This is an optimization exercise on Yosys and OpenROAD, whose aim is small area, not a production implementation.
At most, simulation tests tie the RTL to the original design; equivalence was not proved.
Power and IR drop assume default switching activity.

==> flow/design.v <==
module scd41_meas_decoder (
    input  wire        clk,
    input  wire        rst,
    input  wire        in_valid,
    input  wire [7:0]  in_data,
    output wire        in_ready,
    output reg         out_valid,
    output reg  [15:0] co2,
    output reg  [15:0] raw_t,
    output reg  [15:0] raw_rh,
    output wire [31:0] temp,
    output wire [31:0] rh
);
    reg [4:0]  g;
    reg [3:0]  n;         
    reg        f;         
    reg [3:0]  st;
    reg [15:0] rc, rt, rr;
    reg [23:0] w;
    reg [31:0] rtf, rrf;
    reg        cy, ea, sign;
    reg [4:0]  u;
    reg [30:0] rh_q;
    reg [28:0] temp_q;
    assign rh   = {1'b0, rh_q};
    assign temp = {temp_q[28:27], {3{~temp_q[27]}}, temp_q[26:0]};
    wire       ch = st[3];
    wire [2:0] sc = st[2:0];
    wire       g0  = (g == 5'd0);
    wire       g16 = (g == 5'd16);
    wire       g30 = (g == 5'd30);
    wire       g31 = (g == 5'd31);
    reg is_data, hi, n_ge5;
    always @(*) begin
        case (n)
            4'd0, 4'd3, 4'd6: begin is_data = 1'b1; hi = 1'b1; end
            4'd1, 4'd4, 4'd7: begin is_data = 1'b1; hi = 1'b0; end
            default:          begin is_data = 1'b0; hi = 1'b0; end
        endcase
        n_ge5 = (n == 4'd5) || (n == 4'd6) || (n == 4'd7) || (n == 4'd8);
    end
    wire n8 = (n == 4'd8);
    wire acc = n8 ? (ch && st != 4'b1111) : (n != 4'd9);
    wire wr  = in_valid && acc && is_data && (g[3] == hi);
    assign in_ready = acc && (!is_data || (g[3] == hi && g[2:0] == 3'd7 && f));
    wire take   = in_valid && in_ready;
    wire in_bit = in_data[g[2:0]];
    wire wr_c = wr && (n[3:1] == 3'd0);
    wire wr_t = wr && (n == 4'd3 || n == 4'd4);
    wire wr_r = wr && (n == 4'd6 || n == 4'd7);
    wire run   = (st[2:1] != 2'b11);                 
    wire prod  = run && !sc[2];
    wire first = run && sc == 3'd0;
    wire pg    = run && sc == 3'd4;
    wire em    = run && sc == 3'd5;
    wire lo16  = !g[4];
    wire act   = !(g[4] && g[3]);                    
    wire [2:0] i = g[2:0];
    reg tap, msk, neg;
    always @(*) begin
        case ({ch, sc[1:0]})
            3'b000:  begin tap = rt[9];  msk = (i != 3'd7);            neg = 1'b0; end  
            3'b001:  begin tap = rt[11]; msk = (i[2:1] != 2'b11) && (i != 3'd5); neg = 1'b0; end  
            3'b010:  begin tap = rt[12]; msk = !i[2];                  neg = 1'b0; end  
            3'b011:  begin tap = rt[0];  msk = 1'b0;                   neg = 1'b1; end  
            3'b100:  begin tap = rr[9];  msk = (i != 3'd7);            neg = 1'b0; end  
            3'b101:  begin tap = rr[11]; msk = (i[2:1] != 2'b11) && (i != 3'd5); neg = 1'b1; end  
            3'b110:  begin tap = rr[14]; msk = (i[2:1] == 2'b00);      neg = 1'b0; end  
            default: begin tap = 1'b0;   msk = 1'b0;                   neg = 1'b0; end
        endcase
    end
    localparam [7:0] K_Q   = 8'd211;    
    localparam [7:0] K_EXP = 8'd111;    
    wire op   = neg ^ (tap & (lo16 || msk));
    wire fa_a = first ? (!lo16 && !ch && K_Q[i]) : (lo16 ? w[0] : w[16]);
    wire fa_c = g0 ? (!first && ea) : cy;
    wire fa_s = fa_a ^ op ^ fa_c;
    wire fa_o = (fa_a & op) | (fa_a & fa_c) | (op & fa_c);
    wire hc   = g0 ? ea : cy;
    wire hs   = w[0] ^ hc;
    wire ho   = w[0] & hc;
    wire sbit = (lo16 ? hs : w[16]) ^ sign;
    wire found = |u;
    wire c3   = (g[2] & u[2]) | ((g[2] | u[2]) & ((g[1] & u[1]) | ((g[1] | u[1]) & g[0] & u[0])));
    wire qsel = u[4] && g[4] && !g[3] && c3;
    wire src  = qsel ? w[16 + u[2:0]] : w[{~u[3], u[2:0]}];
    wire ebit = src ^ sign;
    reg  ub;
    always @(*) begin
        case (i)
            3'd0: ub = u[0];
            3'd1: ub = u[1];
            3'd2: ub = u[2];
            3'd3: ub = u[3];
            3'd4: ub = u[4];
            default: ub = 1'b0;
        endcase
    end
    wire kb = K_EXP[i];
    reg  eout, ecy;
    always @(*) begin
        if (g0) begin
            eout = sign;
            ecy  = ebit;
        end else if (act) begin
            eout = ebit ^ cy;
            ecy  = ebit & cy;
        end else begin
            eout = ub ^ kb ^ cy;
            ecy  = (ub & kb) | (ub & cy) | (kb & cy);
        end
        if (!found)
            eout = 1'b0;
    end
    always @(posedge clk) begin
        rc  <= {wr_c ? in_bit : rc[0], rc[15:1]};
        rt  <= {wr_t ? in_bit : rt[0], rt[15:1]};
        rr  <= {wr_r ? in_bit : rr[0], rr[15:1]};
        w[14:0]  <= w[15:1];
        w[15]    <= (prod && lo16) ? fa_s : (pg && lo16) ? hs : w[0];
        w[22:16] <= w[23:17];
        w[23]    <= (prod && !lo16 && act) ? fa_s : w[16];
        rtf <= {(em && !ch) ? eout : rtf[0], rtf[31:1]};
        rrf <= {(em &&  ch) ? eout : rrf[0], rrf[31:1]};
        if (prod && act)
            cy <= fa_o;
        else if (pg && lo16)
            cy <= ho;
        else if (em)
            cy <= ecy;
        if (prod && g16)
            ea <= cy;
        if (prod && g30)
            sign <= w[16] & w[17];
        if (pg && act && (g0 || sbit))
            u <= sbit ? g : 5'd0;
        if (rst) begin
            g         <= 5'd0;
            n         <= 4'd0;
            f         <= 1'b0;
            st        <= 4'b1111;
            out_valid <= 1'b0;
        end else begin
            g <= g + 5'd1;
            f <= (g[2:0] == 3'd0) ? wr : (f && wr);
            if (take) begin
                n <= n + 4'd1;
            end
            out_valid <= 1'b0;
            if (g31) begin
                if (st == 4'b1111) begin
                    if (n_ge5)
                        st <= 4'b0000;
                end else if (st == 4'b0101) begin
                    if (n8)
                        st <= 4'b1000;
                end else if (st != 4'b1110)
                    st <= (st == 4'b1101) ? 4'b1110 : st + 4'd1;
            end
            if (st == 4'b1110 && g0 && n == 4'd9) begin
                co2       <= rc;
                raw_t     <= rt;
                raw_rh    <= rr;
                temp_q    <= {rtf[0], rtf[31], rtf[27:1]};
                rh_q      <= {rrf[31:24], rrf[23:1]};
                out_valid <= 1'b1;
                n         <= 4'd0;
                st        <= 4'b1111;
            end
        end
    end
endmodule
export LEC_CHECK = 0
export ABC_AREA = 1
export CAP_MARGIN = 20
export CORE_MARGIN = 2
export CORE_UTILIZATION = 40
export PLACE_DENSITY = 0.6
export SLEW_MARGIN = 20
create_clock -name core_clock -period 10.0 [get_ports {clk}]
standard.sh (not shown) runs the stock make flow with config.mk's settings and CLKGATE_MAP_FILE= SYNTH_SCRIPT=/design/flow/synth_recipe.tcl, a recipe that flattens the netlist after the stock synthesis.
==> flow/flow/run.sh <==
#!/bin/bash
# Standard ORFS layout with these changes: synthesis skips the full-adder
# extraction (ADDER_MAP_FILE empty); ports are buffered with buf_1 instead
# of the flow's default buffer; CTS clusters sinks with small clock buffers
# and no dummy loads.
set -euo pipefail
bash standard.sh \
  'ADDER_MAP_FILE=' \
  'BUFFER_PORTS_ARGS=-buffer_cell sky130_fd_sc_hd__buf_1' \
  'CTS_ARGS=-sink_clustering_enable -repair_clock_nets -dont_use_dummy_load -sink_clustering_size 20 -sink_clustering_max_diameter 60 -buf_list {sky130_fd_sc_hd__clkbuf_8}' \
  finish > standard_flow.log 2>&1
The baseline finished clean.
Rerun with:
--- a/flow/flow/run.sh
+++ b/flow/flow/run.sh
@@ -8,4 +8,4 @@
   'ADDER_MAP_FILE=' \
   'BUFFER_PORTS_ARGS=-buffer_cell sky130_fd_sc_hd__buf_1' \
-  'CTS_ARGS=-sink_clustering_enable -repair_clock_nets -dont_use_dummy_load -sink_clustering_size 20 -sink_clustering_max_diameter 60 -buf_list {sky130_fd_sc_hd__clkbuf_8}' \
+  'CTS_ARGS=-sink_clustering_enable -repair_clock_nets -dont_use_dummy_load -sink_clustering_size 12 -sink_clustering_max_diameter 40 -buf_list {sky130_fd_sc_hd__clkbuf_4}' \
   finish > standard_flow.log 2>&1
The new run completed with no timing, DRC or antenna violations; wire length is higher by 0.87%; total power is higher by 1.4%; critical path depth does not change; global-route usage is higher by 0.45 points; cell count is higher by 1.8%; non-clock buffer count stays the same.
No run of this note included a check of the RTL's function; only the layout flow was run.


scd41_meas_decoder, a different RTL version from the one above (not shown whole).
Size: roughly 460 cells after synthesis, ~240 flip-flops, about 130 I/O pins, ~7000 um^2 of cells after synthesis.
==> flow/design.v (excerpt) <==
module scd41_meas_decoder (
    input  wire        clk,
    input  wire        rst,
    input  wire        in_valid,
    input  wire [7:0]  in_data,
    output wire        in_ready,
    output reg         out_valid,
    output reg  [15:0] co2,
    output reg  [15:0] raw_t,
    output reg  [15:0] raw_rh,
    output wire [31:0] temp,
    output wire [31:0] rh
);
    reg [4:0]  g;
    reg [3:0]  n;
    reg        f;         
    reg [3:0]  st;
    reg [15:0] rc, rt, rr;
    reg [23:0] w;
    reg [31:0] rtf;
    reg [7:0]  rm8;
    reg        cy, sign;
    reg [4:0]  u;
    reg [27:0] rh_q;
    reg [28:0] temp_q;
    wire rh_e654 = !rh_q[27] && (rh_q[26:23] != 4'd0);
    assign rh   = {1'b0, rh_q[27], {3{rh_e654}}, rh_q[26:0]};
    assign temp = {temp_q[28:27], {3{~temp_q[27]}}, temp_q[26:0]};
    wire       ch   = st[3];
    wire [2:0] sc   = st[2:0];
    wire       idle = (st == 4'b1011);
    wire       g0  = (g == 5'd0);
    wire       g16 = (g == 5'd16);
    wire       g30 = (g == 5'd30);
    wire       g31 = (g == 5'd31);
    wire       c3  = (g[2] & u[2]) | ((g[2] | u[2]) & ((g[1] & u[1]) | ((g[1] | u[1]) & g[0] & u[0])));
    wire       ea  = rm8[0];       
    wire is_data = !n[1];
    wire hi      = !n[1] && !n[0];
    wire n7      = (n == 4'b1001);                 
    wire n8      = (n == 4'b1010);                 
    wire n9      = n[3] && n[2];
    wire start   = (n == 4'b0110) || (n == 4'b1000) || n7;
    wire acc = n8 ? ch : n7 ? !idle : !n9;
    wire wr  = in_valid && acc && is_data && (g[3] == hi);
    assign in_ready = acc && (!is_data || (g[3] == hi && g[2:0] == 3'd7 && f));
    wire take   = in_valid && in_ready;
    wire in_bit = in_data[g[2:0]];
    wire wr_c = wr && n[3:2] == 2'd0;
    wire wr_t = wr && n[3:2] == 2'd1;
    wire wr_r = wr && n[3:2] == 2'd2;
    wire prod  = !idle && !sc[2];
    wire first = !idle && sc == 3'd0;
    wire pg    = sc == 3'd4;
    wire rota  = sc == 3'd5;
    wire rotb  = sc == 3'd6;
  ...
==> flow/config.mk <==
export PLATFORM = sky130hd
export DESIGN_NAME = scd41_meas_decoder
export DESIGN_NICKNAME = scd41_meas_decoder
export VERILOG_FILES = /design/flow/design.v
export SDC_FILE = /design/flow/constraint.sdc
export NUM_CORES = 4
export LEC_CHECK = 0
export ABC_AREA = 1
export CAP_MARGIN = 20
export CORE_MARGIN = 2
export CORE_UTILIZATION = 40
export PLACE_DENSITY = 0.6
export SLEW_MARGIN = 20
==> flow/constraint.sdc <==
create_clock -name core_clock -period 10.0 [get_ports {clk}]
set_input_delay 2.0000 -clock core_clock [delete_from_list [all_inputs] [get_ports {clk}]]
set_output_delay 2.0000 -clock core_clock [all_outputs]
set_load 0.01 [all_outputs]
==> flow/flow/run.sh <==
#!/bin/bash
# The standard ORFS layout (standard.sh) with these changes:
#  - synthesis is synth_recipe.tcl unchanged except that ABC maps for area
#    only (flow/abc_area.script: no buffering or sizing, no delay target),
#    and the full-adder extraction is skipped (ADDER_MAP_FILE empty);
#  - ports are buffered with buf_1 instead of the flow's default buffer;
#  - CTS clusters sinks with small clock buffers and no dummy loads.
set -euo pipefail
here=$(pwd)
{
  head -n 1 synth_recipe.tcl
  echo 'proc abc {args} {'
  echo '  set i [lsearch $args -script]'
  echo "  if {\$i >= 0} { lset args [expr {\$i + 1}] $here/flow/abc_area.script }"
  echo '  set j [lsearch $args -D]'
  echo '  if {$j >= 0} { set args [lreplace $args $j [expr {$j + 1}]] }'
  echo '  yosys abc {*}$args'
  echo '}'
  tail -n +2 synth_recipe.tcl
} > synth_area.tcl
bash standard.sh \
  "SYNTH_SCRIPT=$here/synth_area.tcl" \
  'ADDER_MAP_FILE=' \
  'BUFFER_PORTS_ARGS=-buffer_cell sky130_fd_sc_hd__buf_1' \
  'CTS_ARGS=-sink_clustering_enable -repair_clock_nets -dont_use_dummy_load -sink_clustering_size 12 -sink_clustering_max_diameter 50 -buf_list {sky130_fd_sc_hd__clkbuf_4} -root_buf sky130_fd_sc_hd__clkbuf_2 -tree_buf {sky130_fd_sc_hd__clkbuf_4}' \
  finish > standard_flow.log 2>&1
==> flow/flow/abc_area.script <==
strash; dch -f; amap; mfs2; strash; dch -f; amap; topo
Rerun with:
--- a/flow/flow/run.sh
+++ b/flow/flow/run.sh
@@ -23,4 +23,4 @@
   'ADDER_MAP_FILE=' \
   'BUFFER_PORTS_ARGS=-buffer_cell sky130_fd_sc_hd__buf_1' \
-  'CTS_ARGS=-sink_clustering_enable -repair_clock_nets -dont_use_dummy_load -sink_clustering_size 12 -sink_clustering_max_diameter 50 -buf_list {sky130_fd_sc_hd__clkbuf_4} -root_buf sky130_fd_sc_hd__clkbuf_2 -tree_buf {sky130_fd_sc_hd__clkbuf_4}' \
+  'CTS_ARGS=-sink_clustering_enable -repair_clock_nets -dont_use_dummy_load -sink_clustering_size 12 -sink_clustering_max_diameter 45 -buf_list {sky130_fd_sc_hd__clkbuf_4} -root_buf sky130_fd_sc_hd__clkbuf_8 -tree_buf {sky130_fd_sc_hd__clkbuf_8}' \
   finish > standard_flow.log 2>&1
==> flow/flow/abc_area.script (replaced) <==
strash; &get -n; &deepsyn -T 20; &put; dch -f; amap; topo
Outcome:
- global-route usage hardly moves
- worst setup slack gains 0.094 ns
- sequential share of layout area went down by 0.65 points
- routed wire length went up by 1.7%
- clock power went up by 14%

==> static timing again, ports no longer ideal <==
Ports are ideal in the flow. The routed layouts listed here were re-timed in OpenROAD. Step 1, drivers: a clkbuf_16 drives clk and a buf_2 each remaining input, both assumed. Step 2, shift: input delay + t, output delay - t, t = (earliest + latest rising clock arrival at the registers) / 2. This alone moves slack from input paths to output paths. a / b / c = ideal / step 1 / step 2; a / b = the first two.
run	t (ns)	setup WS [ns]	worst data-port slew with drivers (ns)
the first run of note 1	0.517	5.690 / 5.652 / 6.169	0.07
the second run of note 1	0.591	5.638 / 5.602 / 6.158	0.07
the first run of note 2	0.700	5.502 / 5.467 / 5.737	0.04
the second run of note 2	0.533	5.596 / 5.560 / 6.093	0.06
After both steps every run listed still meets setup and hold.
